Source: an optimization exercise on an open RTL-to-GDS flow (aim: small area, a short achievable clock period and few clock cycles per item). Production flows keep margins and buffers that such runs may drop.
Only simulation tests tie the RTL to the original design; equivalence was not proved.
Power figures rest on the tool's default switching activity, not on a simulated workload.

`design/flow/constraint.sdc`:
```
create_clock -name core_clock -period 11.0 [get_ports {clk}]
set_input_delay 2.2000 -clock core_clock [delete_from_list [all_inputs] [get_ports {clk}]]
set_output_delay 2.2000 -clock core_clock [all_outputs]
set_load 0.01 [all_outputs]
```
`design/flow/standard.sh`:
```
#!/bin/bash
# synth_recipe.tcl (not shown) runs the flow's synth.tcl, then flattens the netlist and writes it again
# the make line also repeats each setting of config.mk as NAME=value (left out here)
make -C /OpenROAD-flow-scripts/flow DESIGN_CONFIG=/design/flow/config.mk WORK_HOME=/design/flow/orfs CLKGATE_MAP_FILE= SYNTH_SCRIPT=/design/flow/synth_recipe.tcl "${@:-finish}"
```
`design/flow/design.v`:
```
module crc64_nvme_byte (
    input  wire [63:0] crc_in,
    input  wire [7:0]  data,
    output wire [63:0] crc_out
);
    wire [7:0] e = crc_in[7:0] ^ data;
    assign crc_out[0] = e[0] ^ e[2] ^ e[3] ^ e[4] ^ e[6] ^ e[7] ^ crc_in[8];
    assign crc_out[1] = e[1] ^ e[2] ^ e[5] ^ e[6] ^ crc_in[9];
    assign crc_out[2] = e[2] ^ e[3] ^ e[6] ^ e[7] ^ crc_in[10];
    assign crc_out[3] = e[0] ^ e[2] ^ e[6] ^ crc_in[11];
    assign crc_out[4] = e[0] ^ e[1] ^ e[3] ^ e[7] ^ crc_in[12];
    assign crc_out[5] = e[0] ^ e[1] ^ e[3] ^ e[6] ^ e[7] ^ crc_in[13];
    assign crc_out[6] = e[0] ^ e[1] ^ e[3] ^ e[6] ^ crc_in[14];
    assign crc_out[7] = e[1] ^ e[2] ^ e[4] ^ e[7] ^ crc_in[15];
    assign crc_out[8] = e[0] ^ e[4] ^ e[5] ^ e[6] ^ e[7] ^ crc_in[16];
    assign crc_out[9] = e[1] ^ e[2] ^ e[3] ^ e[4] ^ e[5] ^ crc_in[17];
    assign crc_out[10] = e[2] ^ e[3] ^ e[4] ^ e[5] ^ e[6] ^ crc_in[18];
    assign crc_out[11] = e[0] ^ e[3] ^ e[4] ^ e[5] ^ e[6] ^ e[7] ^ crc_in[19];
    assign crc_out[12] = e[1] ^ e[2] ^ e[3] ^ e[5] ^ crc_in[20];
    assign crc_out[13] = e[2] ^ e[3] ^ e[4] ^ e[6] ^ crc_in[21];
    assign crc_out[14] = e[3] ^ e[4] ^ e[5] ^ e[7] ^ crc_in[22];
    assign crc_out[15] = e[0] ^ e[2] ^ e[3] ^ e[5] ^ e[7] ^ crc_in[23];
    assign crc_out[16] = e[0] ^ e[1] ^ e[2] ^ e[7] ^ crc_in[24];
    assign crc_out[17] = e[1] ^ e[4] ^ e[6] ^ e[7] ^ crc_in[25];
    assign crc_out[18] = e[0] ^ e[3] ^ e[4] ^ e[5] ^ e[6] ^ crc_in[26];
    assign crc_out[19] = e[1] ^ e[4] ^ e[5] ^ e[6] ^ e[7] ^ crc_in[27];
    assign crc_out[20] = e[0] ^ e[3] ^ e[4] ^ e[5] ^ crc_in[28];
    assign crc_out[21] = e[0] ^ e[1] ^ e[4] ^ e[5] ^ e[6] ^ crc_in[29];
    assign crc_out[22] = e[1] ^ e[2] ^ e[5] ^ e[6] ^ e[7] ^ crc_in[30];
    assign crc_out[23] = e[4] ^ crc_in[31];
    assign crc_out[24] = e[5] ^ crc_in[32];
    assign crc_out[25] = e[6] ^ crc_in[33];
    assign crc_out[26] = e[7] ^ crc_in[34];
    assign crc_out[27] = e[2] ^ e[3] ^ e[4] ^ e[6] ^ e[7] ^ crc_in[35];
    assign crc_out[28] = e[0] ^ e[2] ^ e[5] ^ e[6] ^ crc_in[36];
    assign crc_out[29] = e[0] ^ e[1] ^ e[3] ^ e[6] ^ e[7] ^ crc_in[37];
    assign crc_out[30] = e[1] ^ e[3] ^ e[6] ^ crc_in[38];
    assign crc_out[31] = e[2] ^ e[4] ^ e[7] ^ crc_in[39];
    assign crc_out[32] = e[2] ^ e[4] ^ e[5] ^ e[6] ^ e[7] ^ crc_in[40];
    assign crc_out[33] = e[2] ^ e[4] ^ e[5] ^ crc_in[41];
    assign crc_out[34] = e[3] ^ e[5] ^ e[6] ^ crc_in[42];
    assign crc_out[35] = e[0] ^ e[4] ^ e[6] ^ e[7] ^ crc_in[43];
    assign crc_out[36] = e[1] ^ e[2] ^ e[3] ^ e[4] ^ e[5] ^ e[6] ^ crc_in[44];
    assign crc_out[37] = e[2] ^ e[3] ^ e[4] ^ e[5] ^ e[6] ^ e[7] ^ crc_in[45];
    assign crc_out[38] = e[0] ^ e[2] ^ e[5] ^ crc_in[46];
    assign crc_out[39] = e[0] ^ e[1] ^ e[3] ^ e[6] ^ crc_in[47];
    assign crc_out[40] = e[1] ^ e[2] ^ e[4] ^ e[7] ^ crc_in[48];
    assign crc_out[41] = e[4] ^ e[5] ^ e[6] ^ e[7] ^ crc_in[49];
    assign crc_out[42] = e[2] ^ e[3] ^ e[4] ^ e[5] ^ crc_in[50];
    assign crc_out[43] = e[3] ^ e[4] ^ e[5] ^ e[6] ^ crc_in[51];
    assign crc_out[44] = e[0] ^ e[4] ^ e[5] ^ e[6] ^ e[7] ^ crc_in[52];
    assign crc_out[45] = e[0] ^ e[1] ^ e[2] ^ e[3] ^ e[4] ^ e[5] ^ crc_in[53];
    assign crc_out[46] = e[0] ^ e[1] ^ e[2] ^ e[3] ^ e[4] ^ e[5] ^ e[6] ^ crc_in[54];
    assign crc_out[47] = e[0] ^ e[1] ^ e[2] ^ e[3] ^ e[4] ^ e[5] ^ e[6] ^ e[7] ^ crc_in[55];
    assign crc_out[48] = e[1] ^ e[5] ^ crc_in[56];
    assign crc_out[49] = e[0] ^ e[2] ^ e[6] ^ crc_in[57];
    assign crc_out[50] = e[0] ^ e[1] ^ e[3] ^ e[7] ^ crc_in[58];
    assign crc_out[51] = e[0] ^ e[1] ^ e[3] ^ e[6] ^ e[7] ^ crc_in[59];
    assign crc_out[52] = e[1] ^ e[3] ^ e[6] ^ crc_in[60];
    assign crc_out[53] = e[0] ^ e[2] ^ e[4] ^ e[7] ^ crc_in[61];
    assign crc_out[54] = e[0] ^ e[1] ^ e[2] ^ e[4] ^ e[5] ^ e[6] ^ e[7] ^ crc_in[62];
    assign crc_out[55] = e[1] ^ e[4] ^ e[5] ^ crc_in[63];
    assign crc_out[56] = e[0] ^ e[2] ^ e[5] ^ e[6];
    assign crc_out[57] = e[0] ^ e[1] ^ e[3] ^ e[6] ^ e[7];
    assign crc_out[58] = e[0] ^ e[1] ^ e[3] ^ e[6];
    assign crc_out[59] = e[0] ^ e[1] ^ e[2] ^ e[4] ^ e[7];
    assign crc_out[60] = e[0] ^ e[1] ^ e[4] ^ e[5] ^ e[6] ^ e[7];
    assign crc_out[61] = e[0] ^ e[1] ^ e[3] ^ e[4] ^ e[5];
    assign crc_out[62] = e[0] ^ e[1] ^ e[2] ^ e[4] ^ e[5] ^ e[6];
    assign crc_out[63] = e[1] ^ e[2] ^ e[3] ^ e[5] ^ e[6] ^ e[7];
endmodule
module frame_encoder (
    input  wire        clk,
    input  wire        rst,           
    input  wire        cmd_valid,
    output wire        cmd_ready,
    input  wire [63:0] cmd_content_len,
    input  wire [63:0] cmd_seg_size,
    input  wire [63:0] cmd_flags,
    output reg         rsp_valid,
    output reg  [7:0]  rsp_status,
    output reg  [7:0]  rsp_cause,
    output wire [63:0] rsp_msg_len,
    input  wire        in_valid,
    output wire        in_ready,
    input  wire [7:0]  in_data,
    output wire        out_valid,
    input  wire        out_ready,
    output wire [7:0]  out_data,
    output wire        done
);
    localparam [3:0] S_IDLE = 4'd0;    
    localparam [3:0] S_DIV  = 4'd1;    
    localparam [3:0] S_FIN1 = 4'd2;    
    localparam [3:0] S_MADD = 4'd3;    
    localparam [3:0] S_RESP = 4'd4;    
    localparam [3:0] S_MHDR = 4'd5;    
    localparam [3:0] S_SHDR = 4'd6;    
    localparam [3:0] S_CONT = 4'd7;    
    localparam [3:0] S_SFTR = 4'd8;    
    localparam [3:0] S_MFTR = 4'd9;    
    reg [3:0]  state;
    reg [4:0]  cnt;         
    reg [63:0] seg_size;    
    reg [63:0] x;           
    reg [63:0] rem;         
    reg [16:0] q;           
    reg [15:0] seg_num;
    reg        crc_on;
    reg        bad_flags;
    reg        len_big;
    reg        last_is_s;   
    reg [1:0]  madd_c;      
    reg        s_zero;      
    reg        early_err;   
    reg        empty;       
    reg        last_r;      
    reg        x_one_r;     
    reg [3:0]  n_prev;      
    reg [63:0] seg_crc;
    reg [63:0] msg_crc;
    reg        cmd_rdy;
    reg        active;      
    reg        ib_v, is_v, in_rdy;
    reg [7:0]  ib_d, is_d;
    reg        ob_v, ob_last, done_r;
    reg [7:0]  ob_d;
    assign cmd_ready   = cmd_rdy;
    assign in_ready    = in_rdy;
    assign out_valid   = ob_v;
    assign out_data    = ob_d;
    assign done        = done_r;
    assign rsp_msg_len = x;
    wire cmd_fire = cmd_valid & cmd_rdy;
    wire flush    = rst | cmd_fire;
    wire in_fire  = in_valid & in_rdy;
    wire [64:0] div_trial = {rem, q[16]};
    wire [65:0] div_diff  = {1'b0, div_trial} - {2'b0, seg_size};
    wire        div_ge    = ~div_diff[65];
    wire        rem_nz = |rem;
    wire [16:0] n_inc  = {1'b0, q[15:0]} + {16'd0, rem_nz};
    wire [15:0] n_segs = (n_inc[15:0] == 16'd0) ? 16'd1 : n_inc[15:0];
    wire [7:0]  a_byte = {seg_num[6:0], n_prev[3]};
    wire [7:0]  b_byte = crc_on ? {seg_num[3:0], n_prev[3:0]} : {seg_num[4:0], n_prev[3:1]};
    wire [4:0]  k_byte = (cnt[2:0] == 3'd0) ? (crc_on ? 5'd21 : 5'd13) : {3'd0, madd_c};
    wire [9:0]  x_lo_sum = {2'b0, x[7:0]} + {2'b0, a_byte} + {2'b0, b_byte} + {5'd0, k_byte};
    wire [63:0] x_rot    = {(state == S_MADD) ? x_lo_sum[7:0] : x[7:0], x[63:8]};
    wire        last_seg = last_r;
    wire [7:0]  x_byte   = x[7:0];
    wire        x_one    = x_one_r;
    wire        x_zero   = empty;
    wire        x_hi_z   = (x[63:2] == 62'd0);
    reg [7:0] frame_byte;
    always @(*) begin
        frame_byte = 8'h00;
        case (state)
            S_RESP: frame_byte = 8'h01;
            S_MHDR: case (cnt[3:0])
                4'd9:    frame_byte = {7'd0, crc_on};
                4'd10:   frame_byte = 8'h00;
                4'd11:   frame_byte = q[7:0];
                4'd12:   frame_byte = q[15:8];
                default: frame_byte = x_byte;
            endcase
            S_SHDR: case (cnt[3:0])
                4'd15:   frame_byte = seg_num[7:0];
                4'd0:    frame_byte = seg_num[15:8];
                default: frame_byte = x_byte;
            endcase
            S_CONT: frame_byte = ib_d;
            S_SFTR: frame_byte = ~seg_crc[7:0];
            S_MFTR: frame_byte = ~msg_crc[7:0];
            default: frame_byte = 8'h00;
        endcase
    end
    wire rsp_ok = ~early_err & ~x[63];
    wire can_push = ~ob_v | out_ready;
    wire streaming = (state == S_MHDR) | (state == S_SHDR) | (state == S_SFTR) |
                     (state == S_MFTR) | ((state == S_CONT) & ib_v);
    wire push     = can_push & (streaming | ((state == S_RESP) & rsp_ok));
    wire pop      = can_push & (state == S_CONT) & ib_v;
    wire msg_end  = ((state == S_MFTR) & (cnt[3:0] == 4'd8)) |
                    ((state == S_CONT) & x_one & ~crc_on & last_seg) |
                    ((state == S_SHDR) & (cnt[3:0] == 4'd8) & x_zero & ~crc_on);
    wire [63:0] seg_crc_next, msg_crc_next;
    crc64_nvme_byte u_seg_crc (.crc_in(seg_crc), .data(ib_d), .crc_out(seg_crc_next));
    crc64_nvme_byte u_msg_crc (.crc_in(msg_crc), .data(ib_d), .crc_out(msg_crc_next));
    always @(posedge clk) begin
        if (rst) begin
            state <= S_IDLE;
        end else if (cmd_fire) begin
            state <= S_DIV;
            cnt   <= 5'd0;
        end else begin
            case (state)
                S_DIV: begin
                    cnt <= cnt + 5'd1;
                    if (cnt == 5'd16) state <= S_FIN1;
                end
                S_FIN1: begin
                    cnt   <= 5'd0;
                    state <= S_MADD;
                end
                S_MADD: begin
                    cnt <= cnt + 5'd1;
                    if (cnt[2:0] == 3'd7) state <= S_RESP;
                end
                S_RESP: begin
                    cnt   <= 5'd1;
                    state <= rsp_ok ? S_MHDR : S_IDLE;
                end
                S_MHDR: if (push) begin
                    if (cnt[3:0] == 4'd12) begin
                        cnt   <= 5'd15;
                        state <= S_SHDR;
                    end else
                        cnt <= cnt + 5'd1;
                end
                S_SHDR: if (push) begin
                    if (cnt[3:0] == 4'd8) begin
                        cnt <= 5'd1;
                        if (!x_zero)     state <= S_CONT;
                        else if (crc_on) state <= S_SFTR;
                        else             state <= S_IDLE;
                    end else
                        cnt <= {1'b0, cnt[3:0] + 4'd1};
                end
                S_CONT: if (push && x_one) begin
                    cnt <= crc_on ? 5'd1 : 5'd15;
                    if (crc_on)        state <= S_SFTR;
                    else if (last_seg) state <= S_IDLE;
                    else               state <= S_SHDR;
                end
                S_SFTR: if (push) begin
                    if (cnt[3:0] == 4'd8) begin
                        cnt   <= last_seg ? 5'd1 : 5'd15;
                        state <= last_seg ? S_MFTR : S_SHDR;
                    end else
                        cnt <= cnt + 5'd1;
                end
                S_MFTR: if (push) begin
                    if (cnt[3:0] == 4'd8) state <= S_IDLE;
                    else                  cnt <= cnt + 5'd1;
                end
                default: ;
            endcase
        end
    end
    always @(posedge clk) begin
        if (cmd_fire) begin
            seg_size  <= cmd_seg_size;
            x         <= cmd_content_len;
            rem       <= {17'd0, cmd_content_len[63:17]};
            q         <= cmd_content_len[16:0];
            crc_on    <= cmd_flags[0];
            bad_flags <= |cmd_flags[63:1];
            len_big   <= cmd_content_len[63];
        end else begin
            case (state)
                S_DIV: begin
                    s_zero <= (seg_size == 64'd0);
                    rem <= div_ge ? div_diff[63:0] : div_trial[63:0];
                    q   <= {q[15:0], div_ge};
                end
                S_FIN1: begin
                    q         <= {q[16] | n_inc[16], n_segs};
                    seg_num   <= n_segs;
                    n_prev    <= 4'd0;
                    last_is_s <= ~rem_nz & (q[15:0] != 16'd0);
                    empty     <= ~rem_nz & (q[15:0] == 16'd0);
                end
                S_MADD: begin
                    x         <= x_rot;
                    madd_c    <= x_lo_sum[9:8];
                    seg_num   <= {8'd0, seg_num[15:8]};
                    n_prev    <= seg_num[7:4];
                    early_err <= s_zero | bad_flags | len_big | q[16];
                end
                S_MHDR: if (push) begin
                    if (cnt[3:0] == 4'd12) seg_num <= 16'd1;
                    if (cnt[3:0] <= 4'd8) x <= x_rot;
                end
                S_SHDR: if (push) begin
                    if (cnt[3:0] == 4'd0)
                        x <= (last_seg && !last_is_s) ? rem : seg_size;
                    else if (cnt[3:0] != 4'd15)
                        x <= x_rot;
                    if (cnt[3:0] == 4'd1)
                        x_one_r <= x_hi_z & (x[1:0] == 2'd1);
                end
                S_CONT: if (pop) begin
                    x       <= x - 64'd1;
                    x_one_r <= x_hi_z & (x[1:0] == 2'd2);
                end
                default: ;
            endcase
            last_r <= (seg_num == q[15:0]);
            if (((state == S_CONT) && push && x_one && !crc_on && !last_seg) ||
                ((state == S_SFTR) && push && cnt[3:0] == 4'd8 && !last_seg))
                seg_num <= seg_num + 16'd1;
        end
    end
    always @(posedge clk) begin
        if (pop)
            msg_crc <= msg_crc_next;
        else if (push && (state == S_MHDR || state == S_MFTR))
            msg_crc <= {8'hFF, msg_crc[63:8]};
        if (pop)
            seg_crc <= seg_crc_next;
        else if (push && (state == S_MHDR || state == S_SFTR))
            seg_crc <= {8'hFF, seg_crc[63:8]};
    end
    always @(posedge clk) begin
        rsp_valid <= 1'b0;
        if (rst) begin
            cmd_rdy <= 1'b1;
            done_r  <= 1'b0;
            active  <= 1'b0;
        end else begin
            if (cmd_fire) begin
                cmd_rdy <= 1'b0;
                done_r  <= 1'b0;
                active  <= 1'b0;
            end else begin
                if (ob_v && out_ready && ob_last) done_r <= 1'b1;
                if (state == S_RESP) begin
                    cmd_rdy   <= 1'b1;
                    rsp_valid <= 1'b1;
                    active    <= rsp_ok;
                    if (s_zero) begin
                        rsp_status <= 8'd4; rsp_cause <= 8'h40;
                    end else if (bad_flags) begin
                        rsp_status <= 8'd1; rsp_cause <= 8'h13;
                    end else if (len_big) begin
                        rsp_status <= 8'd4; rsp_cause <= 8'h41;
                    end else if (q[16]) begin
                        rsp_status <= 8'd4; rsp_cause <= 8'h42;
                    end else if (x[63]) begin
                        rsp_status <= 8'd4; rsp_cause <= 8'h43;
                    end else begin
                        rsp_status <= 8'd0; rsp_cause <= 8'h00;
                    end
                end
                if (push && msg_end) active <= 1'b0;
            end
        end
    end
    reg ib_v_n, is_v_n;
    always @(*) begin
        ib_v_n = ib_v;
        is_v_n = is_v;
        if (flush) begin
            ib_v_n = 1'b0;
            is_v_n = 1'b0;
        end else if (!ib_v || pop) begin
            ib_v_n = is_v | in_fire;
            is_v_n = 1'b0;
        end else if (in_fire) begin
            is_v_n = 1'b1;
        end
    end
    wire active_n = ~flush & (((state == S_RESP) & rsp_ok) |
                              (active & ~(push & msg_end)));
    always @(posedge clk) begin
        ib_v   <= ib_v_n;
        is_v   <= is_v_n;
        in_rdy <= active_n & ~is_v_n;
        if (!ib_v || pop)
            ib_d <= is_v ? is_d : in_data;
        if (in_fire && ib_v && !pop)
            is_d <= in_data;
    end
    always @(posedge clk) begin
        if (flush) begin
            ob_v <= 1'b0;
        end else if (can_push) begin
            ob_v    <= push;
            ob_d    <= frame_byte;
            ob_last <= msg_end;
        end
    end
endmodule
```
`design/flow/flow/run.sh`:
```
#!/bin/bash
# The standard ORFS layout (standard.sh, synthesis unchanged) with:
#  - repair_timing asked for extra setup slack, so gates are sized for speed;
#  - port buffers made of sky130_fd_sc_hd__buf_1 instead of the default delay-cell buffer.
# Each step's full output goes to flow_standard.log (and orfs/logs/).
set -euo pipefail
bash standard.sh SETUP_SLACK_MARGIN=7 "BUFFER_PORTS_ARGS=-buffer_cell sky130_fd_sc_hd__buf_1" finish > flow_standard.log 2>&1
```
`design/flow/config.mk`:
```
export PLATFORM = sky130hd
export DESIGN_NAME = frame_encoder
export DESIGN_NICKNAME = frame_encoder
export VERILOG_FILES = /design/flow/design.v
export SDC_FILE = /design/flow/constraint.sdc
export NUM_CORES = 4
export LEC_CHECK = 0
export CAP_MARGIN = 20
export CORE_MARGIN = 2
export CORE_UTILIZATION = 55
export CTS_BUF_LIST = sky130_fd_sc_hd__clkbuf_8
export SLEW_MARGIN = 20
```
==> flow_summary.json, run 1 <==
{
  "start_kind": "flip-flop",
  "r2r_end": "q[0]$_DFFE_PP_",
  "grt_pass1_vias": 23224,
  "routed.top_layer": "met4",
  "fin_util": 0.6281,
  "port_buffers": 287,
  "grt-ovfl-total": 0,
  "clock_path_buffers": 3,
  "num_vias": 24732,
  "drv_slew": 0,
  "layout-drive-gt1-share": 0.08443,
  "antenna_found_initial": 4,
  "synth-edff-count": 386,
  "die_height_um": 228.1,
  "ant_nets": 0,
  "path_clk_slew_ns": 0.06,
  "netlist.area_leader.share": 0.4198,
  "rsz0062_at_grt": "yes",
  "drtIter0Drc": 2997,
  "cts_tree": "done",
  "status": "no timing/DRC/antenna violations",
  "gr-usage-all-layers": 0.3621,
  "synth_seq_cells": 415,
  "wl_met1_mm": 39.71,
  "cts-root-buf": "clkbuf_8",
  "ys.flop_type": "edfxtp_1",
  "fin_nets": 3502,
  "arrival_ns": 4.67,
  "worst-r2r-setup-slack_ns": 6.88,
  "end_kind": "flip-flop",
  "yosysUniqueCellTypes": 86,
  "final_cell_area_um2": 31320,
  "dp_hpwl_mm": 71.19,
  "io_pins": 298,
  "numCtsBuffers": 76,
  "grt_pass1_wl_mm": 144.0,
  "area_growth_pct": 13.43,
  "cp.required_ns": 11.55,
  "initial_core_util": 0.5538,
  "ys_seq_area_frac": 0.4408,
  "register_area_um2": 12170,
  "p_per_area_nw_per_um2": 241.0,
  "instances_no_fill": 3931,
  "cts_sinks": 415,
  "first_pass_iters": 6,
  "slew_headroom": 0.2756,
  "ff2ff_path_depth": 15,
  "hold_viol": 0,
  "multi_input_area_um2": 14740,
  "fin_crit_sh": 0.3742,
  "synth_area_um2": 27610,
  "wl_met3_mm": 10.83,
  "routed_via_density": 6.292,
  "num_rows": 82,
  "synth_common_cells": "edfxtp_1, nand2_1, a21oi_1, xnor2_1, nor2_1",
  "tns_ns": 0,
  "p_total_mw": 7.549,
  "drc": 0,
  "routedWlPerCell_um": 24.78,
  "place.gp.congestion": 0.9533,
  "hold_end": "done_r$_SDFFE_PP0P_",
  "syn_avg_cell_area_um2": 9.450,
  "yosysMostFrequentCell": "edfxtp_1",
  "cts_hold_buf": 0,
  "synth_top_cell_by_area": "edfxtp_1",
  "clock_skew_ns": 0.06113,
  "worst_hold_path.num_cells": 2,
  "yosys-top-cells-area": "edfxtp_1, xnor2_1, a21oi_1",
  "r2r-start": "rem[6]$_DFFE_PP_",
  "grt_max_degree": 98,
  "fillCellCount": 4327,
  "coreArea_um2": 49860,
  "min_period_ns": 4.116,
  "p_leak_nw": 10.99,
  "syn_inst": 2922,
  "post-place-cells": 3755,
  "dieWidth_um": 228.1,
  "tightest_slew_ns": 1.077,
  "synth-async-reset-ratio": 0,
  "max_freq_mhz": 243.0,
  "crit_fanout": 4,
  "path_class": "flip-flop to flip-flop",
  "hold_start": "done_r$_SDFFE_PP0P_",
  "worstSkewPairLatency_ns": 0.73,
  "wl_met2_mm": 43.47,
  "drt_wl_total_mm": 97.41,
  "die-area_um2": 52010,
  "hold_path_class": "flip-flop to flip-flop",
  "place_area_um2": 29190,
  "setup_viol": 0,
  "max_cap_violations": 0,
  "yosys_warnings": 1,
  "h-tree-depth": 3,
  "max-vdd-ir-drop_mv": 0.1661
}
==> per-layer routing <==
layer,GRT usage,vias up
met4,0.1176,0
met3,0.09425,197
met2,0.5592,1448
li1,-,11094
met5,0,-
met1,0.4987,11993
==> logic make-up (layout without fill, tap and decap cells) <==
kind of cell | Yosys count | count (layout) | synth area share
other | 1 | 12 | 0.0001358
buffers and inverters | 278 | 603 | 0.04114
adders and majority gates | 101 | 101 | 0.04948
AOI/OAI and AO/OA | 727 | 727 | 0.1580
DFF | 415 | 415 | 0.4408
and+or+nand+nor | 930 | 931 | 0.1557
muxes | 43 | 43 | 0.01618
xor gates and xnor gates | 427 | 427 | 0.1386
==> sequential cells by signal, summed over array words and instances (netlist names), 2 cells and up <==
| signal | count |
|---|---|
| cnt | 5 |
| ib_d | 8 |
| is_d | 8 |
| madd_c | 2 |
| msg_crc | 64 |
| n_prev | 4 |
| ob_d | 8 |
| q | 17 |
| rem | 64 |
| rsp_cause | 3 |
| rsp_status | 2 |
| seg_crc | 64 |
| seg_num | 16 |
| seg_size | 64 |
| state | 4 |
| x | 64 |
==> worst max-delay path: stages, from the launching register on <==
cell      delay (ns)
edfxtp_1        0.38
buf_4           0.21
nor4_4          0.50
nand4_1         0.25
nor2_4          0.21
nand2_2         0.10
ha_1            0.24
ha_1            0.36
or4_1           0.56
nor3_2          0.15
nand4_1         0.13
nor3_2          0.15
a41oi_2         0.22
nor2_2          0.27
a21oi_2         0.09
o21ai_1         0.16
==> worst max-delay path by stage <==
stage | slack (ns) | start | end | depth (start not counted)
2_1_floorplan | 6.56 | cmd_valid | x[0]$_DFFE_PP_ | 7
3_3_place_gp | 5.96 | out_ready | seg_num[14]$_DFFE_PP_ | 6
3_5_place_dp | 5.92 | out_ready | seg_num[13]$_DFFE_PP_ | 6
4_1_cts | 6.84 | rem[44]$_DFFE_PP_ | q[0]$_DFFE_PP_ | 14
5_1_grt | 6.73 | rem[6]$_DFFE_PP_ | q[0]$_DFFE_PP_ | 16
6_report | 6.88 | rem[6]$_DFFE_PP_ | q[0]$_DFFE_PP_ | 15
==> report_power, final <==
group | total [mW] | switching (mW) | internal, mW
clock | 1.47 | 0.738 | 0.731
combinational | 3.42 | 2.11 | 1.31
sequential | 2.66 | 0.495 | 2.16
total | 7.55 | 3.34 | 4.21
==> final cells by class <==
class,count,share of cell area
Antenna cell,2,0.0001598
Clock buffer,79,0.03471
Clock inverter,59,0.01166
Inverter,117,0.01434
Multi-Input combinational cell,2239,0.4705
Sequential cell,415,0.3887
Tap cell,672,0.02684
Timing Repair Buffer,346,0.05265
Timing Repair inverter,2,0.0003995
==> metrics by stage <==
stage	worst slack [ns]	hold slack, ns
2_1_floorplan	6.560	0.4728
3_3_place_gp	5.963	0.4547
3_5_place_dp	5.917	0.4665
4_1_cts	6.842	0.4874
5_1_grt	6.734	0.5281
6_report	6.884	0.4853
==> cell usage in the layout, fill, tap and decap left out, types with 49 or more instances in the layout <==
cell type and count:
a21oi_1 288, buf_1 287, clkbuf_8 80, edfxtp_1 386, ha_1 78, inv_1 137
nand2_1 311, nor2_1 270, nor3_1 49, nor4_1 66, o21ai_0 175, xnor2_1 297
xor2_1 119
==> repair_timing <==
item                       CTS  global route
setup endpoints to repair  301           229
setup buffers               12            17
pin swaps                    5            14
gates cloned                 4             3
resized for setup           33            42
Testbench counts, summed over its fixed seeds: cycles 92,263, items 87,783.
==> inputs of run 2 (changes only) <==
--- a/design/flow/config.mk
+++ b/design/flow/config.mk
@@ -8,5 +8,5 @@
 export CAP_MARGIN = 20
 export CORE_MARGIN = 2
-export CORE_UTILIZATION = 55
+export CORE_UTILIZATION = 40
 export CTS_BUF_LIST = sky130_fd_sc_hd__clkbuf_8
 export SLEW_MARGIN = 20
==> flow_summary.json, run 2 <==
{
  "status": "no timing/DRC/antenna violations",
  "arrival_ns": 4.57,
  "register_area_um2": 12170,
  "worst-r2r-setup-slack_ns": 7.03,
  "cts_sinks": 415,
  "netlist.area_leader.share": 0.4198,
  "critPathLaunch": "cmd_valid",
  "cpMostUsedCell": "buf_6",
  "final_common_cell": "edfxtp_1",
  "die_height_um": 266.7,
  "first_pass_iters": 7,
  "grt_max_degree": 95,
  "numCtsBuffers": 78,
  "clock_path_buffers": 3,
  "synth_common_cells": "edfxtp_1, nand2_1, a21oi_1, xnor2_1, nor2_1",
  "yosys-top-cells-area": "edfxtp_1, xnor2_1, a21oi_1",
  "worst_hold_slack_ns": 0.4904,
  "path_clk_slew_ns": 0.06,
  "start_kind": "input pin",
  "p_leak_nw": 11.11,
  "antenna_found_initial": 9,
  "drtIter0Drc": 2986,
  "crit_fanout": 94,
  "io_pins": 298,
  "h-tree-depth": 3,
  "cts_tree": "done",
  "layout-drive-gt1-share": 0.09091,
  "max_freq_mhz": 243.0,
  "drv_slew": 0,
  "syn_avg_cell_area_um2": 9.450,
  "routed_via_density": 5.868,
  "rsz0062_at_grt": "yes",
  "crit_slowest_cell": "buf_6",
  "synth_compound_area_frac": 0.1580,
  "slew_headroom": 0.2311,
  "hold_viol": 0,
  "grt_pass1_vias": 22932,
  "die-area_um2": 71150,
  "cts_hold_buf": 0,
  "drc": 0,
  "synth-simple-area-share": 0.1557,
  "coreArea_um2": 68470,
  "routedWlPerCell_um": 23.61,
  "gr-usage-all-layers": 0.2702,
  "end_kind": "flip-flop",
  "endpoint": "x[29]$_DFFE_PP_",
  "fin_nets": 3520,
  "tns_ns": 0,
  "path_class": "input pin to flip-flop",
  "r2r-start": "rem[35]$_DFFE_PP_",
  "syn_inst": 2922,
  "num_rows": 96,
  "muxShareOfSynthArea": 0.01618,
  "dieWidth_um": 266.7,
  "ys_seq_area_frac": 0.4408,
  "dp_hpwl_mm": 71.06,
  "r2r_end": "q[0]$_DFFE_PP_",
  "place.gp.congestion": 0.9740,
  "initial_core_util": 0.4033,
  "tightest_slew_ns": 1.143,
  "synth_top_family_by_area": "compound AO/OA/AOI/OAI gates",
  "synth-edff-count": 386,
  "synthAdderAreaFrac": 0.04948,
  "synth_top_cell_by_area": "edfxtp_1",
  "yosysUniqueCellTypes": 86,
  "max-vdd-ir-drop_mv": 0.09835,
  "cp_cell_sequence": "buf_1, and2_4, buf_6, inv_8, buf_6, o21ai_0, a221oi_1, nor2_1",
  "p_per_area_nw_per_um2": 238.2,
  "p_total_mw": 7.597,
  "multi_input_area_um2": 14860,
  "hold_path_class": "flip-flop to flip-flop",
  "yosysMostFrequentCell": "edfxtp_1",
  "clock_skew_ns": 0.04235,
  "max_stage_delay_ns": 0.52,
  "worstSkewPairLatency_ns": 0.71,
  "area_growth_pct": 15.52,
  "synth_seq_cells": 415,
  "grt-ovfl-total": 0,
  "ant_nets": 0,
  "cts-root-buf": "clkbuf_8",
  "synthXorXnorAreaFrac": 0.1386,
  "cp.required_ns": 11.45,
  "setup_viol": 0,
  "drt_wl_total_mm": 98.25,
  "min_period_ns": 4.115,
  "fin_crit_sh": 0.3741,
  "yosys_warnings": 1,
  "grt_pass1_wl_mm": 144.4,
  "ys.flop_type": "edfxtp_1",
  "num_vias": 24424,
  "ff2ff_path_depth": 15,
  "fillCellCount": 6662,
  "max_cap_violations": 0,
  "synth-async-reset-ratio": 0,
  "synth_area_um2": 27610,
  "port_buffers": 287,
  "mostFrequentLayoutCells": "edfxtp_1, nand2_1, xnor2_1"
}
==> run 2: critical path, delay by kind of cell <==
family	cells	cell delay (ns)
buf+inv	4	1.29
compound gates	2	0.51
simple gates	2	0.25
==> run 2: layout make-up <==
cell class | count | area share
diodes | 2 | 0.0001569
clock buffers | 79 | 0.03409
clock inverters | 64 | 0.01463
inverters | 117 | 0.01420
multi-input cells | 2241 | 0.4660
flip-flops and latches | 415 | 0.3816
well taps | 882 | 0.03460
repair buffers | 361 | 0.05452
repair inverters | 1 | 0.0002353
==> run 2: power breakdown <==
group	internal, mW	switching [mW]
clock network	0.804	0.744
logic	1.32	2.07
registers	2.16	0.497
==> run 2: metrics by stage <==
stage / util / setup WS [ns] / instance area (um2) / cells
finish: 0.4659 / 6.885 / 31900 / 4162
global route: 0.4659 / 6.807 / 31900 / 4161
CTS: 0.4599 / 7.001 / 31490 / 4139
detailed placement: 0.4311 / 5.397 / 29520 / 3974
global placement: 0.4311 / 5.406 / 29520 / 3974
floorplan: - / 6.560 / 27780 / 2931
==> run 2: routing by layer <==
| layer | vias to the layer above | GRT usage | share of wire |
|---|---|---|---|
| met3 | 223 | 0.05471 | 0.095 |
| met1 | 11755 | 0.3792 | 0.43 |
| met5 | - | 0 | 0.00075 |
| met2 | 1285 | 0.4079 | 0.43 |
| li1 | 11149 | - | - |
| met4 | 12 | 0.1066 | 0.042 |
==> run 2: worst min-delay path by stage <==
stage,startpoint,endpoint,depth (start not counted)
6_report,done_r$_SDFFE_PP0P_,done_r$_SDFFE_PP0P_,2
5_1_grt,done_r$_SDFFE_PP0P_,done_r$_SDFFE_PP0P_,2
4_1_cts,done_r$_SDFFE_PP0P_,done_r$_SDFFE_PP0P_,2
3_5_place_dp,done_r$_SDFFE_PP0P_,done_r$_SDFFE_PP0P_,2
3_3_place_gp,done_r$_SDFFE_PP0P_,done_r$_SDFFE_PP0P_,2
2_1_floorplan,ob_last$_DFFE_PP_,done_r$_SDFFE_PP0P_,2
==> run 2: logic make-up after synthesis <==
logic type	after synthesis
AOI/OAI and AO/OA	727
xor gates and xnor gates	427
adders and majority gates	101
buffers and inverters	278
DFF	415
muxes	43
other	1
and+or+nand+nor	930
==> run 2: what timing repair did <==
action                                  in CTS  in global routing
pin swaps                                    9                 20
resized for setup                           44                 45
endpoints found under the setup margin     504                306
buffers inserted                            17                 21
gates cloned                                 5                  0
endpoints found under the hold margin        0                  0
==> inputs of run 3 (changes only) <==
--- a/design/flow/config.mk
+++ b/design/flow/config.mk
@@ -9,4 +9,6 @@
 export CORE_MARGIN = 2
 export CORE_UTILIZATION = 40
-export CTS_BUF_LIST = sky130_fd_sc_hd__clkbuf_8
+export CTS_BUF_LIST = sky130_fd_sc_hd__clkbuf_16
+export CTS_CLUSTER_DIAMETER = 60
+export CTS_CLUSTER_SIZE = 20
 export SLEW_MARGIN = 20
==> flow_summary.json, run 3 <==
{
  "status": "no timing/DRC/antenna violations",
  "initial_core_util": 0.4033,
  "drc": 0,
  "hold_start": "done_r$_SDFFE_PP0P_",
  "net-switching-power_mw": 3.387,
  "cts_sinks": 415,
  "cp_cell_sequence": "buf_1, and2_4, buf_8, inv_8, buf_8, o21ai_0, a221oi_1, nor2_1",
  "h-tree-depth": 2,
  "io_pins": 298,
  "p_seq_frac": 0.343,
  "routedWlPerCell_um": 23.83,
  "worst_hold_path.num_cells": 2,
  "comb_power_share": 0.441,
  "max_freq_mhz": 250.2,
  "final_common_cell": "edfxtp_1",
  "worst-r2r-setup-slack_ns": 7.03,
  "crit_fanout": 94,
  "ys_seq_area_frac": 0.4408,
  "yosysUniqueCellTypes": 86,
  "synth_common_cells": "edfxtp_1, nand2_1, a21oi_1, xnor2_1, nor2_1",
  "hold_end": "done_r$_SDFFE_PP0P_",
  "tns_ns": 0,
  "rsz0062_at_grt": "yes",
  "instances_no_fill": 4104,
  "numCtsBuffers": 45,
  "arrival_ns": 4.36,
  "synth_area_um2": 27610,
  "slew_headroom": 0.2698,
  "multi_input_area_um2": 14870,
  "first_pass_iters": 8,
  "ant_nets": 0,
  "r2r-start": "crc_on$_DFFE_PP_",
  "die-area_um2": 71150,
  "cts_tree": "done",
  "cp.required_ns": 11.36,
  "ys.flop_type": "edfxtp_1",
  "drv_slew": 0,
  "num_rows": 96,
  "tightest_slew_ns": 1.092,
  "cts-root-buf": "clkbuf_16",
  "max-vdd-ir-drop_mv": 0.1200,
  "path_class": "input pin to flip-flop",
  "die_height_um": 266.7,
  "p_per_area_nw_per_um2": 241.3,
  "coreArea_um2": 68470,
  "fillCellCount": 6602,
  "power.internal_mw": 4.340,
  "area_growth_pct": 15.95,
  "register_area_um2": 12170,
  "cp_num_buf_inv": 4,
  "switching_share": 0.4384,
  "antenna_found_initial": 7,
  "worstSkewPairLatency_ns": 0.63,
  "syn_inst": 2922,
  "worst_hold_slack_ns": 0.4923,
  "end_kind": "flip-flop",
  "grt_pass1_vias": 22708,
  "yosys-top-cells-area": "edfxtp_1, xnor2_1, a21oi_1",
  "dp_hpwl_mm": 71.06,
  "clock_skew_ns": 0.03921,
  "drtIter0Drc": 2870,
  "routed_via_density": 5.920,
  "layout-drive-gt1-share": 0.08631,
  "num_vias": 24296,
  "clock_path_buffers": 3,
  "synth-async-reset-ratio": 0,
  "setup_viol": 0,
  "gr-usage-all-layers": 0.2676,
  "ff2ff_path_depth": 17,
  "synth_seq_cells": 415,
  "place.gp.congestion": 0.9740,
  "critical-path-top-delay-family": "buffers and inverters",
  "place_area_um2": 29520,
  "syn_avg_cell_area_um2": 9.450,
  "grt_max_degree": 95,
  "path_clk_slew_ns": 0.08,
  "yosys_warnings": 1,
  "p_total_mw": 7.727,
  "mostFrequentLayoutCells": "edfxtp_1, nand2_1, xnor2_1",
  "final_cell_area_um2": 32020,
  "hold_viol": 0,
  "fin_crit_sh": 0.3633,
  "grt-ovfl-total": 0,
  "synth_top_cell_by_area": "edfxtp_1",
  "cpMostUsedCell": "buf_8",
  "yosysMostFrequentCell": "edfxtp_1",
  "max_stage_delay_ns": 0.53,
  "max_cap_violations": 0,
  "grt_pass1_wl_mm": 143.7,
  "fin_nets": 3489,
  "crit_slowest_cell": "inv_8",
  "dieWidth_um": 266.7,
  "post-place-cells": 3974,
  "min_period_ns": 3.997,
  "synth-edff-count": 386,
  "start_kind": "input pin",
  "drt_wl_total_mm": 97.81,
  "cts_hold_buf": 0,
  "port_buffers": 287,
  "p_leak_nw": 11.03,
  "r2r_end": "x[63]$_DFFE_PP_",
  "hold_path_class": "flip-flop to flip-flop",
  "netlist.area_leader.share": 0.4198,
  "power.share.clock": 0.216
}
==> run 3: changes by cell type in the layout (fill, tap and decap cells not counted), sizes merged, moves of 3 or more <==
cell | before | now
clkinv | 39 | 17
inv | 136 | 131
bufinv | 5 | 2
clkinvlp | 2 | 8
clkbuf | 79 | 46
==> run 3: kinds of logic (layout without fill, tap and decap cells) <==
logic type / after synthesis / after routing / synth area share
and+or+nand+nor: 930 / 933 / 0.1557
AOI/OAI and AO/OA: 727 / 727 / 0.1580
xor gates and xnor gates: 427 / 427 / 0.1386
DFF: 415 / 415 / 0.4408
buffers and inverters: 278 / 565 / 0.04114
adders and majority gates: 101 / 101 / 0.04948
muxes: 43 / 43 / 0.01618
other: 1 / 11 / 0.0001358
==> run 3: worst reg2reg max path: cells and delay by family, from the launching register on <==
family,cells,cell delay [ns]
compound gates,7,1.15
flops,1,0.38
buf+inv,2,0.22
mux,1,0.17
simple gates,3,0.25
fa+ha+maj,4,1.55
==> run 3: layer usage <==
metal,GRT usage,share of wire
met1,0.3774,0.43
met2,0.4051,0.44
met3,0.05397,0.099
met4,0.09900,0.039
met5,0,0.00075
==> run 3: worst max path at each step <==
stage                            startpoint               to  slack (ns)  cells past startpoint
after floorplan                   cmd_valid   x[0]$_DFFE_PP_        6.56                      7
after global placement            cmd_valid  x[28]$_DFFE_PP_        5.41                      8
after detailed placement          cmd_valid  x[28]$_DFFE_PP_        5.40                      8
after CTS                         cmd_valid   q[4]$_DFFE_PP_        6.91                      5
after global routing      rem[44]$_DFFE_PP_   q[0]$_DFFE_PP_        6.85                     15
final                             cmd_valid  x[26]$_DFFE_PP_        7.00                      8
==> run 3: power by group through the flow <==
stage	Combinational (mW)	Sequential (mW)	Clock (mW)
4_1_cts	3.21	2.62	1.69
5_1_grt	3.72	2.67	1.75
3_5_place_dp	3.05	2.67	0
6_report	3.41	2.65	1.67
2_1_floorplan	2.34	2.41	0
3_3_place_gp	3.04	2.67	0
==> run 3: timing repair <==
| item | CTS | global route |
|---|---|---|
| pin swaps | 9 | 13 |
| buffers inserted | 20 | 19 |
| gates resized for setup | 48 | 47 |
| gates cloned | 4 | 2 |
| setup endpoints to repair | 519 | 292 |
==> run 3: per-stage QoR <==
step / setup WS, ns / util
finish: 7.003 / 0.4677
global route: 6.848 / 0.4676
CTS: 6.914 / 0.4612
detailed placement: 5.397 / 0.4311
global placement: 5.406 / 0.4311
floorplan: 6.560 / -
==> run 3: cell type report <==
class,count,share of cell area
Clock inverter,39,0.01598
Timing Repair inverter,2,0.0003908
Multi-Input combinational cell,2241,0.4644
Sequential cell,415,0.3802
Clock buffer,45,0.03517
Inverter,117,0.01426
Antenna cell,1,0.00007816
Tap cell,882,0.03447
Timing Repair Buffer,362,0.05506
==> inputs of run 4 (changes only) <==
--- a/design/flow/config.mk
+++ b/design/flow/config.mk
@@ -8,7 +8,7 @@
 export CAP_MARGIN = 20
 export CORE_MARGIN = 2
-export CORE_UTILIZATION = 40
+export CORE_UTILIZATION = 55
 export CTS_BUF_LIST = sky130_fd_sc_hd__clkbuf_16
-export CTS_CLUSTER_DIAMETER = 60
-export CTS_CLUSTER_SIZE = 20
+export CTS_CLUSTER_DIAMETER = 100
+export CTS_CLUSTER_SIZE = 24
 export SLEW_MARGIN = 20
==> flow_summary.json, run 4 <==
{
  "fin_crit_sh": 0.3731,
  "syn_inst": 2922,
  "num_rows": 82,
  "start_kind": "flip-flop",
  "end_kind": "flip-flop",
  "synth-async-reset-ratio": 0,
  "synth_top_cell_by_area": "edfxtp_1",
  "p_per_area_nw_per_um2": 232.7,
  "drv_slew": 0,
  "fin_nets": 3464,
  "layout-drive-gt1-share": 0.07365,
  "place.gp.congestion": 0.9533,
  "ys.flop_type": "edfxtp_1",
  "routed_via_density": 6.360,
  "routedWlPerCell_um": 25.04,
  "setup_viol": 0,
  "syn_avg_cell_area_um2": 9.450,
  "synth_seq_cells": 415,
  "crit_fanout": 4,
  "path_clk_slew_ns": 0.10,
  "fillCellCount": 4333,
  "num_vias": 24479,
  "cts_sinks": 415,
  "grt_pass1_vias": 22683,
  "cts_tree": "done",
  "diodes": 0,
  "yosysUniqueCellTypes": 86,
  "drc": 0,
  "p_total_mw": 7.198,
  "yosys_warnings": 1,
  "fin_util": 0.6204,
  "max-vdd-ir-drop_mv": 0.1568,
  "p_leak_nw": 10.68,
  "numCtsBuffers": 24,
  "hold_path_class": "flip-flop to flip-flop",
  "gr-usage-all-layers": 0.3548,
  "first_pass_iters": 6,
  "coreArea_um2": 49860,
  "yosysMostFrequentCell": "edfxtp_1",
  "dp_hpwl_mm": 71.19,
  "min_period_ns": 4.104,
  "port_buffers": 287,
  "path_class": "flip-flop to flip-flop",
  "arrival_ns": 4.54,
  "status": "no timing/DRC/antenna violations",
  "synth_common_cells": "edfxtp_1, nand2_1, a21oi_1, xnor2_1, nor2_1",
  "clock_skew_ns": 0.04370,
  "grt-ovfl-total": 0,
  "tightest_slew_ns": 1.104,
  "yosys-top-cells-area": "edfxtp_1, xnor2_1, a21oi_1",
  "drt_wl_total_mm": 96.37,
  "synth-edff-count": 386,
  "die-area_um2": 52010,
  "worst_slack_ns": 6.896,
  "tns_ns": 0,
  "initial_core_util": 0.5538,
  "dieWidth_um": 228.1,
  "grt_pass1_wl_mm": 141.9,
  "synth_area_um2": 27610,
  "die_height_um": 228.1,
  "ys_seq_area_frac": 0.4408,
  "max_cap_violations": 0,
  "slew_headroom": 0.2629,
  "cts_hold_buf": 0,
  "grt_max_degree": 98,
  "h-tree-depth": 1,
  "antenna_found_initial": 1,
  "io_pins": 298,
  "max_freq_mhz": 243.7,
  "hold_viol": 0,
  "worstSkewPairLatency_ns": 0.62,
  "final_common_cell": "edfxtp_1",
  "ant_nets": 0,
  "mostFrequentLayoutCells": "edfxtp_1, nand2_1, xnor2_1",
  "final_cell_area_um2": 30940,
  "cts-root-buf": "clkbuf_16",
  "place_area_um2": 29190,
  "cp.required_ns": 11.44,
  "netlist.area_leader.share": 0.4198,
  "rsz0062_at_grt": "yes",
  "dpl_worst_slack_ns": 5.917,
  "clock_path_buffers": 3,
  "drtIter0Drc": 2949,
  "area_growth_pct": 12.04
}
run 4: cell counts after synthesis:
Identical to the previous run, type by type.
run 4: critical path: stages (launching register included):
cell	delay (ns)
edfxtp_1	0.42
buf_6	0.17
nor4_4	0.46
nand4_1	0.24
nor2_4	0.23
nand2_4	0.09
ha_4	0.20
ha_4	0.17
xor2_2	0.17
or4_4	0.55
nor3_4	0.13
nand4_1	0.13
nor3_2	0.20
a41oi_2	0.22
nor2_2	0.27
a21oi_2	0.09
o21ai_1	0.16
run 4: worst paths after layout:
path                                     startpoint             endpoint  slack (ns)  depth (start not counted)
worst max-delay path               rem[6]$_DFFE_PP_       q[0]$_DFFE_PP_        6.90                         16
worst min-delay path            done_r$_SDFFE_PP0P_  done_r$_SDFFE_PP0P_        0.49                          2
worst max register to register     rem[6]$_DFFE_PP_       q[0]$_DFFE_PP_        6.90                         16
worst min register to register  done_r$_SDFFE_PP0P_  done_r$_SDFFE_PP0P_        0.49                          2
run 4: cells by family (layout without fill, tap and decap cells):
| kind of cell | count (synthesis) | count (layout) | synth area share |
|---|---|---|---|
| multiplexers | 43 | 43 | 0.01618 |
| AND/OR/NAND/NOR | 930 | 931 | 0.1557 |
| other | 1 | 10 | 0.0001358 |
| XOR/XNOR | 427 | 427 | 0.1386 |
| AO/OA/AOI/OAI | 727 | 727 | 0.1580 |
| buffers and inverters | 278 | 523 | 0.04114 |
| flip-flops | 415 | 415 | 0.4408 |
| adder cells (fa/ha/maj) | 101 | 101 | 0.04948 |
run 4: through the flow:
stage,std cells,hold WS [ns]
after floorplan,2931,0.4728
after global placement,3755,0.4547
after detailed placement,3755,0.4665
after CTS,3816,0.4932
after global routing,3849,0.5340
final,3849,0.4933
run 4: layer usage:
metal  share of wire  global-route usage  vias up
met5               0                   0        -
met4           0.035              0.1062        0
met3            0.10             0.06050      192
met2            0.45              0.5564     1369
met1            0.41              0.5059    11945
li1                -                   -    10973
run 4: cell type report:
class                           instances  area [um2]  area share
Clock buffer                           26       650.6     0.02103
Multi-Input combinational cell       2239       14900      0.4815
Clock inverter                         18       158.9    0.005136
Timing Repair inverter                  3       22.52   0.0007280
Inverter                              117       450.4     0.01456
Timing Repair Buffer                  359        1744     0.05638
Tap cell                              672       840.8     0.02718
Sequential cell                       415       12170      0.3935
run 4: where the power goes:
group / internal [mW] / total [mW] / switching, mW
combinational: 1.36 / 3.49 / 2.13
sequential: 2.15 / 2.65 / 0.499
clock: 0.469 / 1.06 / 0.589
run 4: timing repair:
action	CTS	global route
resized for setup	36	62
buffers inserted	14	30
pin swaps	5	20
cloned	3	3
endpoints found under the setup margin	322	411
==> inputs of run 5 (changes only) <==
--- a/design/flow/design.v
+++ b/design/flow/design.v
@@ -100,4 +100,5 @@
     localparam [3:0] S_SFTR = 4'd8;    
     localparam [3:0] S_MFTR = 4'd9;    
+    localparam [3:0] S_LOAD = 4'd10;   
     reg [3:0]  state;
     reg [4:0]  cnt;         
@@ -190,8 +191,11 @@
             state <= S_IDLE;
         end else if (cmd_fire) begin
-            state <= S_DIV;
-            cnt   <= 5'd0;
+            state <= S_LOAD;
         end else begin
             case (state)
+                S_LOAD: begin
+                    cnt   <= 5'd0;
+                    state <= S_DIV;
+                end
                 S_DIV: begin
                     cnt <= cnt + 5'd1;
@@ -251,6 +255,4 @@
             seg_size  <= cmd_seg_size;
             x         <= cmd_content_len;
-            rem       <= {17'd0, cmd_content_len[63:17]};
-            q         <= cmd_content_len[16:0];
             crc_on    <= cmd_flags[0];
             bad_flags <= |cmd_flags[63:1];
@@ -258,4 +260,8 @@
         end else begin
             case (state)
+                S_LOAD: begin
+                    rem <= {17'd0, x[63:17]};
+                    q   <= x[16:0];
+                end
                 S_DIV: begin
                     s_zero <= (seg_size == 64'd0);
==> flow_summary.json, run 5 <==
{
  "status": "no timing/DRC/antenna violations",
  "r2r-start": "rem[12]$_DFFE_PP_",
  "synth-edff-count": 403,
  "drt_wl_total_mm": 99.90,
  "ys.flop_type": "edfxtp_1",
  "syn_avg_cell_area_um2": 9.326,
  "synth_common_cells": "nand2_1, edfxtp_1, xnor2_1",
  "clock_skew_ns": 0.02554,
  "cp.required_ns": 11.44,
  "max_cap_violations": 0,
  "grt_max_degree": 101,
  "antenna_found_initial": 3,
  "h-tree-depth": 1,
  "worst_slack_ns": 6.988,
  "end_kind": "flip-flop",
  "power.share.clock": 0.171,
  "initial_core_util": 0.5528,
  "io_pins": 298,
  "setup_viol": 0,
  "rsz0062_at_grt": "yes",
  "area_growth_pct": 10.04,
  "layout-drive-gt1-share": 0.06067,
  "gr-usage-all-layers": 0.3634,
  "worst_hold_slack_ns": 0.5096,
  "worst_hold_path.num_cells": 2,
  "grt_pass1_vias": 23617,
  "place_area_um2": 29890,
  "routed_via_density": 6.457,
  "hold_viol": 0,
  "p_seq_frac": 0.423,
  "synth_seq_cells": 415,
  "clock_path_buffers": 3,
  "mostFrequentLayoutCells": "nand2_1, edfxtp_1, xnor2_1, buf_1, a21oi_1",
  "place.gp.congestion": 1.001,
  "cts_sinks": 415,
  "r2r_end": "seg_num[0]$_DFFE_PP_",
  "comb_power_share": 0.407,
  "ant_nets": 0,
  "drtIter0Drc": 3561,
  "dp_hpwl_mm": 72.78,
  "netlist.area_leader.share": 0.4284,
  "cts_hold_buf": 0,
  "max-vdd-ir-drop_mv": 0.1265,
  "slew_headroom": 0.2421,
  "gr-usage-met3": 0.07633,
  "net-switching-power_mw": 2.313,
  "hold_end": "done_r$_SDFFE_PP0P_",
  "routedWlPerCell_um": 25.43,
  "start_kind": "flip-flop",
  "max_freq_mhz": 249.3,
  "switching_share": 0.4132,
  "instances_no_fill": 3929,
  "grt-busiest-layer": "met1",
  "fillCellCount": 4483,
  "dieWidth_um": 230.6,
  "drc": 0,
  "yosys_warnings": 1,
  "drv_slew": 0,
  "hold_start": "done_r$_SDFFE_PP0P_",
  "synth_top_cell_by_area": "edfxtp_1",
  "num_vias": 25371,
  "tightest_slew_ns": 1.129,
  "die_height_um": 230.6,
  "worst-r2r-setup-slack_ns": 6.99,
  "first_pass_iters": 7,
  "grt_pass1_wl_mm": 147.2,
  "cts-root-buf": "clkbuf_16",
  "synth_area_um2": 28250,
  "tns_ns": 0,
  "path_class": "flip-flop to flip-flop",
  "grt_use_met1": 0.5377,
  "hold_path_class": "flip-flop to flip-flop",
  "post-place-cells": 3854,
  "cts_tree": "done",
  "path_clk_slew_ns": 0.10,
  "p_per_area_nw_per_um2": 180.1,
  "ys_seq_area_frac": 0.4369,
  "final_common_cell": "nand2_1",
  "dpl_worst_slack_ns": 6.152,
  "coreArea_um2": 51090,
  "num_rows": 83,
  "worstSkewPairLatency_ns": 0.60,
  "fin_crit_sh": 0.3647,
  "ff2ff_path_depth": 13,
  "yosysUniqueCellTypes": 80,
  "critPathLaunch": "rem[12]$_DFFE_PP_",
  "met2_usage": 0.5260,
  "min_period_ns": 4.012,
  "numCtsBuffers": 22,
  "crit_fanout": 5,
  "fin_nets": 3537,
  "arrival_ns": 4.45,
  "port_buffers": 287,
  "power.internal_mw": 3.285,
  "p_leak_nw": 10.96,
  "final_cell_area_um2": 31080,
  "grt-ovfl-total": 0,
  "die-area_um2": 53190,
  "yosysMostFrequentCell": "nand2_1",
  "yosys-top-cells-area": "edfxtp_1, xnor2_1, nand2_1",
  "syn_inst": 3029,
  "synth-async-reset-ratio": 0
}
==> run 5: logic make-up after synthesis <==
kind of cell             Yosys count  share of synthesized area
AO/OA/AOI/OAI                    737                     0.1615
XOR/XNOR                         432                     0.1345
adder cells (fa/ha/maj)          100                    0.04802
buffers and inverters            312                    0.04381
flip-flops                       415                     0.4369
multiplexers                      33                    0.01209
other                              1                  0.0001328
AND/OR/NAND/NOR                  999                     0.1631
==> run 5: metal layers <==
layer | up-vias | share of wire
met1 | 12160 | 0.42
met5 | - | 0.00013
met3 | 242 | 0.12
met4 | 2 | 0.039
li1 | 11297 | -
met2 | 1670 | 0.42
==> run 5: per-stage QoR <==
step	total power, mW	utilization
finish	5.598	0.6084
global route	5.855	0.6083
CTS	5.493	0.6019
detailed placement	4.522	0.5850
global placement	4.490	0.5850
floorplan	3.815	-
==> run 5: worst max-delay path, cell delays in order (launching register included) <==
cell and delay (ns):
edfxtp_1 0.55, nor4_1 0.56, nand4_1 0.28, nor4_4 0.49, inv_1 0.16, ha_1 0.27, nand2_1 0.14, nor3_1 0.07
xnor2_1 0.18, or4_1 0.52, nor3_1 0.14, a31oi_1 0.15, a21oi_1 0.16, a2bb2oi_1 0.20
==> run 5: how the worst max path moves through the flow <==
| stage | endpoint | depth (start not counted) |
|---|---|---|
| floorplan | q[0]$_DFFE_PP_ | 3 |
| global placement | x[27]$_DFFE_PP_ | 6 |
| detailed placement | x[27]$_DFFE_PP_ | 6 |
| CTS | seg_num[0]$_DFFE_PP_ | 13 |
| global route | x[63]$_DFFE_PP_ | 16 |
| finish | seg_num[0]$_DFFE_PP_ | 13 |
==> run 5: cell type report <==
cell class	count	area (um2)	share of cell area
inverter	119	449.2	0.01445
sequential	415	12340	0.3971
tap	680	850.8	0.02737
timing repair buffer	363	1698	0.05462
multi-input combinational	2311	15060	0.4844
clock inverter	17	128.9	0.004146
clock buffer	22	550.5	0.01771
antenna	2	5.005	0.0001610
==> run 5: power by group through the flow <==
stage,Sequential (mW),Clock [mW],Combinational [mW]
after detailed placement,2.40,0,2.12
final,2.37,0.955,2.28
after global routing,2.38,1.01,2.47
after CTS,2.35,0.965,2.18
after floorplan,2.21,0,1.61
after global placement,2.40,0,2.09
==> run 5: repair_timing <==
item / in CTS / in global routing
setup endpoints to repair: 166 / 206
resized for setup: 26 / 28
buffers inserted: 11 / 21
cloned: 0 / 1
pin swaps: 2 / 5
Testbench counts of run 5, summed over its fixed seeds: cycles 92,423, items 87,783.
==> inputs of run 6 (changes only) <==
--- a/design/flow/flow/run.sh
+++ b/design/flow/flow/run.sh
@@ -5,3 +5,3 @@
 # Each step's full output goes to flow_standard.log (and orfs/logs/).
 set -euo pipefail
-bash standard.sh SETUP_SLACK_MARGIN=7 "BUFFER_PORTS_ARGS=-buffer_cell sky130_fd_sc_hd__buf_1" finish > flow_standard.log 2>&1
+bash standard.sh SETUP_SLACK_MARGIN=7.3 "BUFFER_PORTS_ARGS=-buffer_cell sky130_fd_sc_hd__buf_1" finish > flow_standard.log 2>&1
==> flow_summary.json, run 6 <==
{
  "status": "no timing/DRC/antenna violations",
  "max_cap_violations": 0,
  "instances_no_fill": 4055,
  "rsz0062_at_grt": "yes",
  "synthAdderAreaFrac": 0.04802,
  "clock_skew_ns": 0.04327,
  "grt_max_degree": 99,
  "start_kind": "flip-flop",
  "yosys-top-cells-area": "edfxtp_1, xnor2_1, nand2_1",
  "grt-ovfl-total": 0,
  "io_pins": 298,
  "worst-r2r-setup-slack_ns": 6.86,
  "numCtsBuffers": 25,
  "setup_viol": 0,
  "drtIter0Drc": 3796,
  "final_common_cell": "nand2_1",
  "initial_core_util": 0.5528,
  "die-area_um2": 53190,
  "worstSkewPairLatency_ns": 0.62,
  "path_class": "flip-flop to flip-flop",
  "synth_area_um2": 28250,
  "max-vdd-ir-drop_mv": 0.1429,
  "cp.required_ns": 11.38,
  "yosys_warnings": 1,
  "syn_avg_cell_area_um2": 9.326,
  "antenna_found_initial": 3,
  "post-place-cells": 3857,
  "net-switching-power_mw": 2.606,
  "switching_share": 0.4171,
  "yosysMostFrequentCell": "nand2_1",
  "coreArea_um2": 51090,
  "arrival_ns": 4.52,
  "multi_input_area_um2": 15940,
  "dieWidth_um": 230.6,
  "syn_inst": 3029,
  "synth_common_cells": "nand2_1, edfxtp_1, xnor2_1",
  "power.share.clock": 0.169,
  "synth-simple-area-share": 0.1631,
  "clock_path_buffers": 3,
  "synth_compound_area_frac": 0.1615,
  "first_pass_iters": 9,
  "synth_top_family_by_area": "simple AND/OR/NAND/NOR gates",
  "routed_via_density": 6.478,
  "min_period_ns": 4.140,
  "synth-async-reset-ratio": 0,
  "p_per_area_nw_per_um2": 187.7,
  "fin_crit_sh": 0.3763,
  "drc": 0,
  "die_height_um": 230.6,
  "hold_path_class": "flip-flop to flip-flop",
  "cts_tree": "done",
  "yosysUniqueCellTypes": 80,
  "p_seq_frac": 0.375,
  "fin_nets": 3659,
  "grt_pass1_vias": 24141,
  "path_clk_slew_ns": 0.11,
  "routedWlPerCell_um": 26.23,
  "hold_viol": 0,
  "end_kind": "flip-flop",
  "max_freq_mhz": 241.6,
  "power.internal_mw": 3.642,
  "register_area_um2": 12350,
  "place.gp.congestion": 1.009,
  "tightest_slew_ns": 1.250,
  "ys.flop_type": "edfxtp_1",
  "gr-usage-all-layers": 0.3832,
  "cts-root-buf": "clkbuf_16",
  "p_leak_nw": 11.78,
  "place_area_um2": 29950,
  "port_buffers": 287,
  "synthXorXnorAreaFrac": 0.1345,
  "tns_ns": 0,
  "h-tree-depth": 1,
  "num_rows": 83,
  "netlist.area_leader.share": 0.4284,
  "synth_top_cell_by_area": "edfxtp_1",
  "grt_pass1_wl_mm": 153.9,
  "final_cell_area_um2": 33300,
  "drt_wl_total_mm": 106.4,
  "mostFrequentLayoutCells": "nand2_1, edfxtp_1, buf_1",
  "slew_headroom": 0.1592,
  "worst_hold_slack_ns": 0.5271,
  "comb_power_share": 0.456,
  "ys_seq_area_frac": 0.4369,
  "drv_slew": 0,
  "dp_hpwl_mm": 74.70,
  "fillCellCount": 4253,
  "layout-drive-gt1-share": 0.1329,
  "synth-edff-count": 403,
  "crit_fanout": 3,
  "area_growth_pct": 17.87,
  "cts_sinks": 415,
  "num_vias": 26268,
  "ant_nets": 0,
  "fin_util": 0.6517,
  "muxShareOfSynthArea": 0.01209,
  "synth_seq_cells": 415
}
run 6: worst max-delay path, cell delays in order, from the launching register on:
cell	delay, ns
edfxtp_1	0.47
inv_1	0.20
fa_1	0.58
inv_1	0.05
fa_1	0.43
ha_2	0.21
fa_2	0.34
a21o_1	0.17
a21o_1	0.19
a21o_1	0.18
a21oi_2	0.20
buf_4	0.16
buf_6	0.09
buf_6	0.08
buf_6	0.08
buf_6	0.08
buf_6	0.08
buf_6	0.09
nor2b_4	0.03
o21ai_2	0.11
nand2b_1	0.07
run 6: final cells by class:
cell class              count  area share
multi-input cells        2313      0.4788
flip-flops and latches    415      0.3709
inverters                 119     0.01364
well taps                 680     0.02555
clock buffers              25     0.01879
repair buffers            480     0.08684
diodes                      3   0.0002255
clock inverters            20    0.005223
run 6: worst paths after layout:
check                       from             endpoint  cells after the start
max               x[1]$_DFFE_PP_  madd_c[1]$_DFFE_PP_                     20
min          done_r$_SDFFE_PP0P_  done_r$_SDFFE_PP0P_                      2
max reg2reg       x[1]$_DFFE_PP_  madd_c[1]$_DFFE_PP_                     20
min reg2reg  done_r$_SDFFE_PP0P_  done_r$_SDFFE_PP0P_                      2
run 6: cell families (layout without fill, tap and decap cells):
| kind of cell | after synthesis | count (layout) |
|---|---|---|
| DFF | 415 | 415 |
| buffers and inverters | 312 | 644 |
| adders and majority gates | 100 | 100 |
| and+or+nand+nor | 999 | 999 |
| xor gates and xnor gates | 432 | 432 |
| other | 1 | 13 |
| muxes | 33 | 33 |
| AOI/OAI and AO/OA | 737 | 739 |
run 6: power groups by stage:
stage | clock, mW | sequential (mW) | combinational, mW
2_1_floorplan | 0 | 2.21 | 1.62
3_3_place_gp | 0 | 2.38 | 2.13
3_5_place_dp | 0 | 2.38 | 2.15
4_1_cts | 1.06 | 2.33 | 2.45
5_1_grt | 1.11 | 2.35 | 3.03
6_report | 1.06 | 2.34 | 2.85
run 6: what timing repair did:
action / in CTS / in global routing
setup buffers: 76 / 64
resized for setup: 110 / 169
gates cloned: 5 / 5
setup endpoints to repair: 304 / 218
pin swaps: 26 / 62
hold buffers: 0 / 0
run 6: layer usage:
| metal | GRT usage | vias to the layer above | routed length (um) |
|---|---|---|---|
| met3 | 0.07028 | 274 | 14040 |
| li1 | - | 11577 | - |
| met1 | 0.5707 | 12596 | 43150 |
| met4 | 0.1389 | 0 | 4844 |
| met5 | 0 | - | 0 |
| met2 | 0.5569 | 1821 | 44340 |
run 6: through the flow:
stage                     worst slack [ns]  power [mW]
after floorplan                      6.251       3.828
after global placement               6.232       4.510
after detailed placement             6.087       4.536
after CTS                            6.961       5.837
after global routing                 6.711       6.495
final                                6.860       6.248

[afterwards: timing with drivers on the ports]
In the flow no input, the clock included, has a driving cell. The finished layouts below were timed again as built, in two steps.
Step 1 assumes that a clkbuf_16 drives the clock port and a buf_2 every other input.
Step 2 also shifts input and output timing later by t, the mid clock arrival at the registers, as if the neighbouring blocks saw the same clock.
Slacks: ideal ports / drivers / drivers and shift; pairs: ideal ports / drivers.
| run | shift t [ns] | setup slack, ns | clock arrival spread, ns | worst data-port slew with drivers (ns) |
|---|---|---|---|---|
| run 1 | 0.752 | 6.884 / 6.884 / 6.262 | 0.061 / 0.061 | 0.08 |
| run 2 | 0.746 | 6.885 / 6.924 / 6.177 | 0.043 / 0.043 | 0.12 |
| run 3 | 0.674 | 7.003 / 7.031 / 6.371 | 0.046 / 0.046 | 0.11 |
| run 4 | 0.663 | 6.896 / 6.896 / 6.405 | 0.044 / 0.044 | 0.08 |
| run 5 | 0.647 | 6.988 / 6.988 / 6.501 | 0.026 / 0.026 | 0.08 |
| run 6 | 0.663 | 6.860 / 6.860 / 6.695 | 0.043 / 0.044 | 0.07 |
After both steps every run listed still meets setup and hold. The setup slack of run 2, which loses most, moves by +0.039 ns with the drivers and by -0.708 ns with both steps.
